Context: an optimization exercise on an open-source flow, tuned for small area and a short achievable clock period. The choices shown serve that exercise and are no tape-out recipe. Power figures rest on the tool's default switching activity, not on a simulated workload.

==> module rdm630_core, before the edit <==
module rdm630_core (
    input  wire         clk,
    input  wire         rst,         
    input  wire         rx_valid,
    input  wire [7:0]   rx_data,
    output wire         rx_ready,
    input  wire         eval,
    output wire         res_valid,
    output wire [1:0]   res,
    output wire         fvalid,
    output wire [111:0] frame,
    output wire         xst,
    output wire [39:0]  card,
    output wire [7:0]   csum,
    output wire [7:0]   p6
);
    localparam [7:0] START_B = 8'h02;
    localparam [7:0] END_B   = 8'h03;
    reg [4:0]   cursor;      
    reg         in_frame;
    reg         ok;          
    reg [7:0]   buf_q [0:13];
    reg [111:0] frame_q;     
    reg         fvalid_q;
    wire full = cursor[4];                   
    assign rx_ready = !full && !rst;
    wire fire     = rx_valid && rx_ready;
    wire mark, is_hex;
    rdm630_dec u_dec (
        .rx_data (rx_data),
        .mark    (mark),
        .is_hex  (is_hex)
    );
    wire is_start = mark && !rx_data[0];
    wire is_end   = mark &&  rx_data[0];
    wire st    = fire && is_start;               
    wire app   = fire && in_frame && !is_start;  
    wire c13 = (cursor == 5'd13);
    wire c14 = (cursor == 5'd14);
    wire c15 = (cursor >= 5'd15);
    wire [4:0] cursor_rx   = st ? 5'd1 : app ? cursor + 5'd1 : cursor;
    wire       in_frame_rx = st ? 1'b1 : (app && is_end) ? 1'b0 : in_frame;
    wire       ok_rx       = st ? 1'b1 :
                             app ? (ok && (c13 ? is_end : is_hex)) : ok;
    wire [13:0] we;
    genvar g;
    generate
        for (g = 0; g < 14; g = g + 1) begin : g_we
            if (g == 0)
                assign we[g] = st || (app && cursor == 5'd0);
            else
                assign we[g] = app && (cursor == g);
        end
    endgenerate
    wire do_eval = eval && !rst;
    wire apnd  = in_frame && !full;                  
    wire [1:0] r0 = c15 ? 2'd3 : c14 ? (ok ? 2'd1 : 2'd2) : 2'd0;
    wire [1:0] ra = (c14 || c15) ? 2'd3 : c13 ? 2'd2 : 2'd0;   
    wire [1:0] re = (c14 || c15) ? 2'd3 : c13 ? (ok ? 2'd1 : 2'd2) : 2'd0;
    wire [1:0] pn = apnd ? ra : r0;
    wire [1:0] pe = apnd ? re : r0;
    wire [1:0] ps = full ? r0 : 2'd0;
    assign res_valid = do_eval;
    rdm630_res u_res (
        .rx_valid (rx_valid),
        .mark     (mark),
        .d0       (rx_data[0]),
        .r0       (r0),
        .pn       (pn),
        .pe       (pe),
        .ps       (ps),
        .res      (res)
    );
    wire cap  = do_eval && (cursor_rx == 5'd14);
    wire over = do_eval && (cursor_rx >  5'd14);
    always @(posedge clk) begin
        if (rst) begin
            cursor   <= 5'd0;
            in_frame <= 1'b0;
            fvalid_q <= 1'b0;
            ok       <= 1'b0;
        end else begin
            in_frame <= in_frame_rx;
            if (cap || over) begin
                cursor   <= 5'd0;
                ok       <= 1'b0;
                fvalid_q <= cap && ok_rx;
            end else begin
                cursor   <= cursor_rx;
                ok       <= ok_rx;
            end
        end
    end
    integer i;
    always @(posedge clk) begin
        for (i = 0; i < 14; i = i + 1)
            if (we[i])
                buf_q[i] <= rx_data;
    end
    wire [7:0] byte13 = we[13] ? rx_data : buf_q[13];
    always @(posedge clk) begin
        if (cap) begin
            for (i = 0; i < 13; i = i + 1)
                frame_q[111-8*i -: 8] <= buf_q[i];
            frame_q[7:0] <= byte13;
        end
    end
    assign fvalid = fvalid_q;
    assign xst    = !fvalid_q;
    assign frame  = frame_q;
    rdm630_xtr u_xtr (
        .frame (frame_q),
        .card  (card),
        .csum  (csum),
        .p6    (p6)
    );
endmodule
==> flow/config.mk <==
export PLATFORM = sky130hd
export DESIGN_NAME = rdm630_core
export DESIGN_NICKNAME = rdm630_core
export VERILOG_FILES = /design/flow/design.v
export SDC_FILE = /design/flow/constraint.sdc
export NUM_CORES = 4
export LEC_CHECK = 0
export CAP_MARGIN = 20
export CORE_MARGIN = 2
export CORE_UTILIZATION = 60
export CTS_BUF_LIST = sky130_fd_sc_hd__clkbuf_16
export CTS_CLUSTER_DIAMETER = 80
export CTS_CLUSTER_SIZE = 30
export PLACE_DENSITY = 0.8
export SETUP_SLACK_MARGIN = 5
export SLEW_MARGIN = 20
export SYNTH_HIERARCHICAL = 1
export SYNTH_MINIMUM_KEEP_SIZE = 0
==> flow/constraint.sdc <==
create_clock -name core_clock -period 10.0 [get_ports {clk}]
set_input_delay 2.0000 -clock core_clock [delete_from_list [all_inputs] [get_ports {clk}]]
set_output_delay 2.0000 -clock core_clock [all_outputs]
set_load 0.01 [all_outputs]
standard.sh (not shown) runs the stock make flow with config.mk's settings and CLKGATE_MAP_FILE= SYNTH_SCRIPT=/design/flow/synth_recipe.tcl, a recipe that flattens the netlist after the stock synthesis.
==> flow/flow/run.sh <==
#!/bin/bash
set -euo pipefail
bash standard.sh \
    "SYNTH_SCRIPT=$PWD/flow/my_synth.tcl" \
    "BUFFER_PORTS_ARGS=-buffer_cell sky130_fd_sc_hd__buf_1" \
    SETUP_SLACK_MARGIN=5.15 \
    finish > flow_make.log 2>&1
==> flow/flow/my_synth.tcl <==
# The standard flow's synthesis script (synth_recipe.tcl) with one change: ABC maps the
# result-code module (the input-to-output path) with ORFS's area script,
# whose small NAND/NOR gates time better there, and every other module with
# ORFS's default (speed) script.
proc synth {args} { yosys synth -nofsm -noshare {*}$args }
proc abc {args} {
  set i [expr {[lsearch -exact $args -script] + 1}]
  set speed [lreplace $args $i $i $::env(SCRIPTS_DIR)/abc_speed.script]
  set area  [lreplace $args $i $i $::env(SCRIPTS_DIR)/abc_area.script]
  yosys abc {*}$speed rdm630_core rdm630_xtr rdm630_dec
  yosys abc {*}$area rdm630_res
}
source $::env(SCRIPTS_DIR)/synth.tcl
# left out here: clear keep_hierarchy, flatten, clean up, hide names made inside functions, write 1_2_yosys.v
Change:
--- a/flow/design.v
+++ b/flow/design.v
@@ -16,13 +16,13 @@
 );
     localparam [7:0] START_B = 8'h02;
     localparam [7:0] END_B   = 8'h03;
     reg [4:0]   cursor;      
     reg         in_frame;
     reg         ok;          
-    reg [7:0]   buf_q [0:13];
+    reg [111:0] sr;          
     reg [111:0] frame_q;     
     reg         fvalid_q;
     wire full = cursor[4];                   
     assign rx_ready = !full && !rst;
     wire fire     = rx_valid && rx_ready;
     wire mark, is_hex;
@@ -39,22 +39,15 @@
     wire c14 = (cursor == 5'd14);
     wire c15 = (cursor >= 5'd15);
     wire [4:0] cursor_rx   = st ? 5'd1 : app ? cursor + 5'd1 : cursor;
     wire       in_frame_rx = st ? 1'b1 : (app && is_end) ? 1'b0 : in_frame;
     wire       ok_rx       = st ? 1'b1 :
                              app ? (ok && (c13 ? is_end : is_hex)) : ok;
-    wire [13:0] we;
-    genvar g;
-    generate
-        for (g = 0; g < 14; g = g + 1) begin : g_we
-            if (g == 0)
-                assign we[g] = st || (app && cursor == 5'd0);
-            else
-                assign we[g] = app && (cursor == g);
-        end
-    endgenerate
+    wire shift = fire && (in_frame || is_start);
+    wire [111:0] sr_next = ({112{shift}}  & {sr[103:0], rx_data}) |
+                           ({112{!shift}} & sr);
     wire do_eval = eval && !rst;
     wire apnd  = in_frame && !full;                  
     wire [1:0] r0 = c15 ? 2'd3 : c14 ? (ok ? 2'd1 : 2'd2) : 2'd0;
     wire [1:0] ra = (c14 || c15) ? 2'd3 : c13 ? 2'd2 : 2'd0;   
     wire [1:0] re = (c14 || c15) ? 2'd3 : c13 ? (ok ? 2'd1 : 2'd2) : 2'd0;
     wire [1:0] pn = apnd ? ra : r0;
@@ -88,25 +81,16 @@
             end else begin
                 cursor   <= cursor_rx;
                 ok       <= ok_rx;
             end
         end
     end
-    integer i;
     always @(posedge clk) begin
-        for (i = 0; i < 14; i = i + 1)
-            if (we[i])
-                buf_q[i] <= rx_data;
-    end
-    wire [7:0] byte13 = we[13] ? rx_data : buf_q[13];
-    always @(posedge clk) begin
-        if (cap) begin
-            for (i = 0; i < 13; i = i + 1)
-                frame_q[111-8*i -: 8] <= buf_q[i];
-            frame_q[7:0] <= byte13;
-        end
+        sr <= sr_next;
+        if (cap)
+            frame_q <= sr_next;
     end
     assign fvalid = fvalid_q;
     assign xst    = !fvalid_q;
     assign frame  = frame_q;
     rdm630_xtr u_xtr (
         .frame (frame_q),
=> The new run finished with timing, DRC and antenna clean. Routed wire length increases slightly. Fmax goes up by a little under a tenth. Hold slack improves by 0.032 ns. Count of clock-buffer cells in the layout is unchanged. First-iteration DRC count went up by a quarter to a third. Clock power is about the same. Power falls by a few percent.
No run of this note included a check of the RTL's function; only the layout flow was run.

[afterwards: timing with drivers on the ports]
Ports are ideal in the flow. The routed layouts listed here were re-timed in OpenROAD. Step 1 (the two cells are an assumption about what drives the block):
set clk [get_ports {clk}]
set_driving_cell -lib_cell sky130_fd_sc_hd__clkbuf_16 $clk
set_driving_cell -lib_cell sky130_fd_sc_hd__buf_2 [delete_from_list [all_inputs] $clk]
Step 2 times the ports against the registers' clock, not the clock port: input delays grow and output delays shrink by t, the midpoint of the rising clock arrivals with the driver on. a / b / c = ideal ports / drivers / drivers and shift; a / b = the first two.
run | t (ns) | setup slack, ns | worst register clock-pin slew, ns | cell pins on the clock port's net
the first run | 0.486 | 4.475 / 4.456 / 4.456 | 0.11 / 0.11 | 1
the second run | 0.486 | 4.864 / 4.827 / 4.827 | 0.11 / 0.11 | 1
After both steps every run listed still meets setup and hold. For the second run, which loses most, drivers alone change the setup slack by -0.037 ns; drivers and shift together by -0.037 ns.
